Background: an optimization exercise with open tools, aiming at small area, a short achievable clock period and few clock cycles per item. Do not read the settings as production practice.
Only simulation tests tie the RTL to the original design; equivalence was not proved.

alpha:
## pll_div_encoder
module pll_div_encoder (
    input  wire        clk,
    input  wire        rst,
    input  wire        in_valid,
    output wire        in_ready,
    input  wire        in_op,
    input  wire [31:0] in_a,
    input  wire [31:0] in_num,
    input  wire [31:0] in_denom,
    output wire        out_valid,
    input  wire        out_ready,
    output wire [31:0] out_p1,
    output wire [31:0] out_p2,
    output wire [31:0] out_p3
);
==> flow/config.mk <==
export PLATFORM = sky130hd
export DESIGN_NAME = pll_div_encoder
export DESIGN_NICKNAME = pll_div_encoder
export VERILOG_FILES = /design/flow/design.v
export SDC_FILE = /design/flow/constraint.sdc
export NUM_CORES = 4
export LEC_CHECK = 0
export ABC_AREA = 1
export CAP_MARGIN = 20
export CORE_MARGIN = 2
export CORE_UTILIZATION = 65
export SLEW_MARGIN = 20
==> flow/constraint.sdc <==
create_clock -name core_clock -period 10.0 [get_ports {clk}]
set_input_delay 2.0000 -clock core_clock [delete_from_list [all_inputs] [get_ports {clk}]]
set_output_delay 2.0000 -clock core_clock [all_outputs]
set_load 0.01 [all_outputs]
standard.sh (not shown) runs the stock make flow with config.mk's settings and CLKGATE_MAP_FILE= SYNTH_SCRIPT=/design/flow/synth_recipe.tcl, a recipe that flattens the netlist after the stock synthesis.
==> flow/flow/run.sh <==
#!/bin/bash
# Standard layout, except that synthesis leaves adders to ABC instead of
# extracting full/half-adder cells first (ADDER_MAP_FILE empty). Registers,
# names and every later step are those of the standard flow.
set -euo pipefail
bash standard.sh ADDER_MAP_FILE= finish > flow_make.log 2>&1
Having completed the whole flow, alpha delivered a layout that passed the timing, design-rule and antenna checks.
Testbench counts of alpha, summed over its fixed seeds: cycles 20,197, items 3,200.
Here is what was changed in the inputs of beta compared with alpha.
==> flow/run.sh (new file) <==
#!/bin/bash
# synth_recipe.tcl (not shown) runs the flow's synth.tcl, then flattens the netlist and writes it again
# the make line also repeats each setting of config.mk as NAME=value (left out here)
make -C /OpenROAD-flow-scripts/flow DESIGN_CONFIG=/design/flow/config.mk WORK_HOME=/design/flow/orfs CLKGATE_MAP_FILE= SYNTH_SCRIPT=/design/flow/synth_recipe.tcl finish
removed: flow/flow/run.sh
removed: flow/standard.sh
Results
- Relative to alpha, layout overhead on the synthesized area has increased by 2.0 points in beta.
- beta: number of unique standard cell types used by synthesis is 19 lower than what alpha reported.
- Number of instances in the synthesized netlist went down by more than 10% going from alpha to beta.
- | number of flip-flops and latches | alpha vs beta | ≈ equal |
- Measured against each other, beta and alpha differ in number of signal-net buffers in the layout, the higher figure coming from beta.
- beta vs. alpha: synthesized-area fraction occupied by xor and xnor cells went up by 1.0 points.
#### Input delta (gamma over beta)
- setting SETUP_SLACK_MARGIN to 5 for the first time
==> flow/flow/run.sh (new file) <==
#!/bin/bash
# Standard layout, except that synthesis leaves adders to ABC instead of
# extracting full/half-adder cells first (ADDER_MAP_FILE empty). Registers,
# names and every later step are those of the standard flow.
set -euo pipefail
bash standard.sh ADDER_MAP_FILE= finish > flow_make.log 2>&1
==> flow/standard.sh (new file) <==
#!/bin/bash
# synth_recipe.tcl (not shown) runs the flow's synth.tcl, then flattens the netlist and writes it again
# the make line also repeats each setting of config.mk as NAME=value (left out here)
make -C /OpenROAD-flow-scripts/flow DESIGN_CONFIG=/design/flow/config.mk WORK_HOME=/design/flow/orfs CLKGATE_MAP_FILE= SYNTH_SCRIPT=/design/flow/synth_recipe.tcl "${@:-finish}"
removed: flow/run.sh
### Flow results
- No stage failed in beta, and the final checks on the layout all came back clean.
- gamma did not run to completion, as it errored out during global routing (5_1_grt).
- Parity-gate share of the synthesized area counting xor and xnor cells delta for gamma relative to beta: 1.0 points lower
- Side by side, sum of net half-perimeters after detailed placement turned out higher in gamma than in beta.
- Setup slack after placement is lower on beta
- Taking beta as the reference point, the gate count of the mapped netlist of gamma rises by about 24%.

The RTL this note starts from:
==> flow/design.v <==
module pll_div_encoder (
    input  wire        clk,
    input  wire        rst,
    input  wire        in_valid,
    output wire        in_ready,
    input  wire        in_op,
    input  wire [31:0] in_a,
    input  wire [31:0] in_num,
    input  wire [31:0] in_denom,
    output wire        out_valid,
    input  wire        out_ready,
    output wire [31:0] out_p1,
    output wire [31:0] out_p2,
    output wire [31:0] out_p3
);
    localparam [2:0] S_IDLE  = 3'd0,
                     S_RND   = 3'd1,
                     S_DIV   = 3'd2,
                     S_PA1   = 3'd3,
                     S_SHIFT = 3'd4,
                     S_FIN   = 3'd5,
                     S_NORM  = 3'd6;
    reg  [2:0]  st;
    reg         rdy, ov;
    reg  [24:0] R;           
    reg  [6:0]  E;           
    reg  [3:0]  m;           
    reg         b0, b23, b24, b25;
    reg         rn, rd;      
    reg  [1:0]  ps, pd;      
    reg  [4:0]  k;           
    reg  [31:0] P1, P2, P3;
    reg  [31:0] NR;          
    reg  [31:0] DR;          
    reg  [24:0] KR;          
    reg         opr;         
    assign in_ready  = rdy;
    assign out_valid = ov;
    assign out_p1    = P1;
    assign out_p2    = P2;
    assign out_p3    = P3;
    function [4:0] lzc;
        input [31:0] x;
        integer i;
        begin
            lzc = 5'd0;
            for (i = 0; i < 32; i = i + 1)
                if (x[i]) lzc = 5'd31 - i[4:0];
        end
    endfunction
    wire [23:0] md  = DR[31:8];
    wire [4:0]  lzn = lzc(NR);
    wire [4:0]  lzd = lzc(DR);
    wire [31:0] xn  = NR << lzn;
    wire [31:0] xd  = DR << lzd;
    wire        rnd_n = xn[7] & ((|xn[6:0]) | xn[8]);
    wire        rnd_d = xd[7] & ((|xd[6:0]) | xd[8]);
    wire [6:0]  E0    = {2'b00, lzd} - {2'b00, lzn} + 7'd7;
    wire        big   = (|NR[31:24]) | (|DR[31:24]);
    wire        pre   = ~big & (xn[31:26] < xd[31:26]);
    wire        is_int  = (NR == 32'd0);
    wire        is_unit = opr & (DR == 32'd1) & ~is_int;
    wire take  = (st == S_IDLE) | (st == S_FIN);
    wire free  = ~ov | out_ready;
    wire [24:0] mn_inc = {1'b0, R[23:0]} + {24'd0, rn};
    wire [23:0] mn_r   = mn_inc[24] ? 24'h800000 : mn_inc[23:0];
    wire [6:0]  E_r    = E + {6'd0, mn_inc[24]};
    wire [24:0] dA  = R + {1'b1, ~md} + {24'd0, ~rd};    
    wire        bA  = ~dA[24];
    wire [23:0] rA  = bA ? dA[23:0] : R[23:0];
    wire [24:0] R1  = {rA, 1'b0};
    wire [24:0] dB  = R1 + {1'b1, ~md} + {24'd0, ~rd};
    wire        bB  = ~dB[24];
    wire [23:0] rB  = bB ? dB[23:0] : R1[23:0];
    wire [24:0] R2  = {rB, 1'b0};
    wire signed [7:0] Es  = {E[6], E};
    wire signed [7:0] j0  = {3'b000, m, 1'b0};
    wire signed [7:0] j1  = {3'b000, m, 1'b1};
    wire        m12    = (m == 4'd12);
    wire        caseB  = (Es <= 8'sd22) | ((Es == 8'sd23) & ~b0);
    wire        full   = ~m12 & (j1 <= Es);
    wire        half   = m12 ? ((Es >= 8'sd24) & ~b0) : (j0 == Es);
    wire        chkA   = caseB & (Es < j0);
    wire        chkB   = caseB & (Es < j1) & (~m12 | ~b0);
    wire        zero   = (chkA & ~bA) | (chkB & ~bB);
    wire        div_done = zero | m12;
    wire        carry  = m12 & caseB & ~zero;
    wire        L23    = b0;
    wire        g      = L23 ? b24 : b25;
    wire        sticky = (L23 & b25) | (|R);
    wire        bl     = L23 ? b23 : b24;
    wire        up     = g & (sticky | bl);
    wire [6:0]  kE     = E - (L23 ? 7'd23 : 7'd24);
    reg  [31:0] acc_sh, fr_x;
    always @(*) begin
        case (ps)
            2'd1:    begin acc_sh = {P2[30:0], 1'b0};  fr_x = {P1[30:0], pd[0]}; end
            2'd2:    begin acc_sh = {P2[29:0], 2'b00}; fr_x = {P1[29:0], pd};    end
            default: begin acc_sh = P2;                fr_x = P1;                end
        endcase
    end
    wire        fr_cin = (ps == 2'd0) & pd[0];
    wire [31:0] hstep  = acc_sh + ({32{pd[1]}} & {P3[30:0], 1'b0})
                                + ({32{pd[0]}} & P3);
    wire        fin    = (st == S_FIN);
    wire [24:0] a_eff  = in_op ? in_a[24:0] : {17'd0, in_a[7:0]};
    wire [31:0] kterm  = fin ? ({KR, 7'd0} - 32'd512) : 32'd0;
    wire [31:0] p1_sum = kterm + fr_x + {31'd0, fr_cin};
    wire [31:0] p2_fin = {NR[24:0], 7'd0} - hstep;
    reg [2:0] st_n;
    always @(*) begin
        st_n = st;
        case (st)
            S_IDLE:  if (in_valid) st_n = S_NORM;
            S_NORM:  if (free)
                         st_n = (is_int | is_unit)      ? S_FIN :
                                big                     ? S_RND :
                                (E0[6] & (E0 != 7'h7F)) ? S_FIN : S_DIV;
            S_RND:   st_n = (E_r[6] & (E_r != 7'h7F)) ? S_FIN : S_DIV;
            S_DIV:   if (div_done) st_n = (m12 & ~caseB) ? S_PA1 : S_FIN;
            S_PA1:   st_n = (kE[4:0] == 5'd0) ? S_FIN : S_SHIFT;
            S_SHIFT: if (k <= 5'd2) st_n = S_FIN;
            S_FIN:   st_n = in_valid ? S_NORM : S_IDLE;
            default: st_n = S_IDLE;
        endcase
    end
    always @(posedge clk) begin
        if (rst) begin
            st  <= S_IDLE;
            rdy <= 1'b1;
            ov  <= 1'b0;
        end else begin
            st  <= st_n;
            rdy <= (st_n == S_FIN) | (st_n == S_IDLE);
            if (fin)
                ov <= 1'b1;
            else if (out_ready)
                ov <= 1'b0;
        end
    end
    always @(posedge clk) begin
        if (take) begin
            NR  <= in_num;
            DR  <= in_denom;
            KR  <= a_eff;
            opr <= in_op;
        end
        case (st)
            S_NORM: if (free) begin
                P3 <= DR;
                P1 <= is_unit ? {NR[24:0], 7'd0} : 32'd0;
                P2 <= is_unit ? 32'd128 : 32'd0;
                ps <= 2'd0;
                pd <= 2'd0;
                m  <= 4'd0;
                R  <= pre ? {xn[31:8], 1'b0} : {1'b0, xn[31:8]};
                DR[31:8] <= xd[31:8];
                E  <= E0 - {6'd0, pre};
                rn <= rnd_n;
                rd <= rnd_d;
            end
            S_RND: begin
                R  <= {1'b0, mn_r};
                E  <= E_r;
            end
            S_DIV: begin
                R  <= R2;
                m  <= m + 4'd1;
                if (m == 4'd0)  b0  <= bA;
                if (m == 4'd11) b23 <= bB;
                if (m12) begin
                    b24 <= bA;
                    b25 <= bB;
                end
                P1 <= p1_sum;
                P2 <= hstep;
                if (full)       begin ps <= 2'd2; pd <= {bA, bB}; end
                else if (half)  begin ps <= 2'd1; pd <= {1'b0, bA}; end
                else            begin ps <= 2'd0; pd <= {1'b0, carry}; end
            end
            S_PA1: begin
                P1 <= p1_sum;
                P2 <= hstep;
                ps <= 2'd0;
                pd <= {1'b0, up};
                k  <= kE[4:0];
            end
            S_SHIFT: begin
                P1 <= p1_sum;
                P2 <= hstep;
                pd <= 2'd0;
                if (k >= 5'd2) begin ps <= 2'd2; k <= k - 5'd2; end
                else           begin ps <= 2'd1; k <= k - 5'd1; end
            end
            S_FIN: begin
                P1 <= p1_sum;
                P2 <= p2_fin;
            end
            default: ;
        endcase
    end
endmodule
Settings: LEC_CHECK=0, ABC_AREA=1, CAP_MARGIN=20, CORE_MARGIN=2, CORE_UTILIZATION=50, SETUP_SLACK_MARGIN=5, SLEW_MARGIN=20; clock period 10.0 ns.
==> flow/flow/run.sh <==
#!/bin/bash
# Standard layout, except that synthesis leaves adders to ABC instead of
# extracting full/half-adder cells first (ADDER_MAP_FILE empty). Registers,
# names and every later step are those of the standard flow.
set -euo pipefail
bash standard.sh ADDER_MAP_FILE= finish > flow_make.log 2>&1
Testbench counts at the start, summed over its fixed seeds: cycles 19,310, items 3,200.
Then changed:
--- a/flow/config.mk
+++ b/flow/config.mk
@@ -11 +11 @@
-export CORE_UTILIZATION = 50
+export CORE_UTILIZATION = 40
Utilization went down by 14 points.
Final area went down by 1.7%.
Count of clock-buffer cells in the layout went up by 4.
Then changed:
--- a/flow/config.mk
+++ b/flow/config.mk
@@ -12 +12 @@
-export SETUP_SLACK_MARGIN = 5
+export SETUP_SLACK_MARGIN = 3.5
Via count falls by a few percent.
Worst setup slack got worse by 0.92 ns.
Final area came out lower by roughly a tenth.
Final cell count decreases by a few percent.
Wire length goes down by a few percent.
Global-route usage fell by 1.3 points.
Area after synthesis stays the same.
Sequential cell count stays the same.
Die area stays the same.

-- afterwards: timing with drivers on the ports --
The results above use ideal ports. As a check the final layouts listed here were re-extracted and re-timed, cells and wires unchanged.
Step 1 sets driving cells, clkbuf_16 on the clock port and buf_2 on the other inputs (assumed; they add their load-dependent delay and slew).
Step 2, shift: input delay + t, output delay - t, t = (earliest + latest rising clock arrival at the registers) / 2. This alone moves slack from input paths to output paths.
Slacks: ideal / step 1 / step 2; pairs: ideal / step 1.
run	shift t [ns]	setup slack, ns	clock arrival spread, ns	slew at the worst register clock pin (ns)
alpha	0.536	3.234 / 3.271 / 2.735	0.017 / 0.018	0.08 / 0.08
beta	0.514	1.357 / 1.357 / 1.357	0.013 / 0.013	0.08 / 0.08
the first run of note 2	0.659	4.871 / 4.871 / 4.871	0.017 / 0.017	0.07 / 0.07
the second run of note 2	0.669	4.725 / 4.725 / 4.725	0.015 / 0.016	0.07 / 0.07
the third run of note 2	0.662	3.805 / 3.805 / 3.805	0.017 / 0.016	0.07 / 0.07
After both steps every run listed still meets setup and hold. For alpha, which loses most, drivers alone change the setup slack by +0.037 ns; drivers and shift together by -0.499 ns.
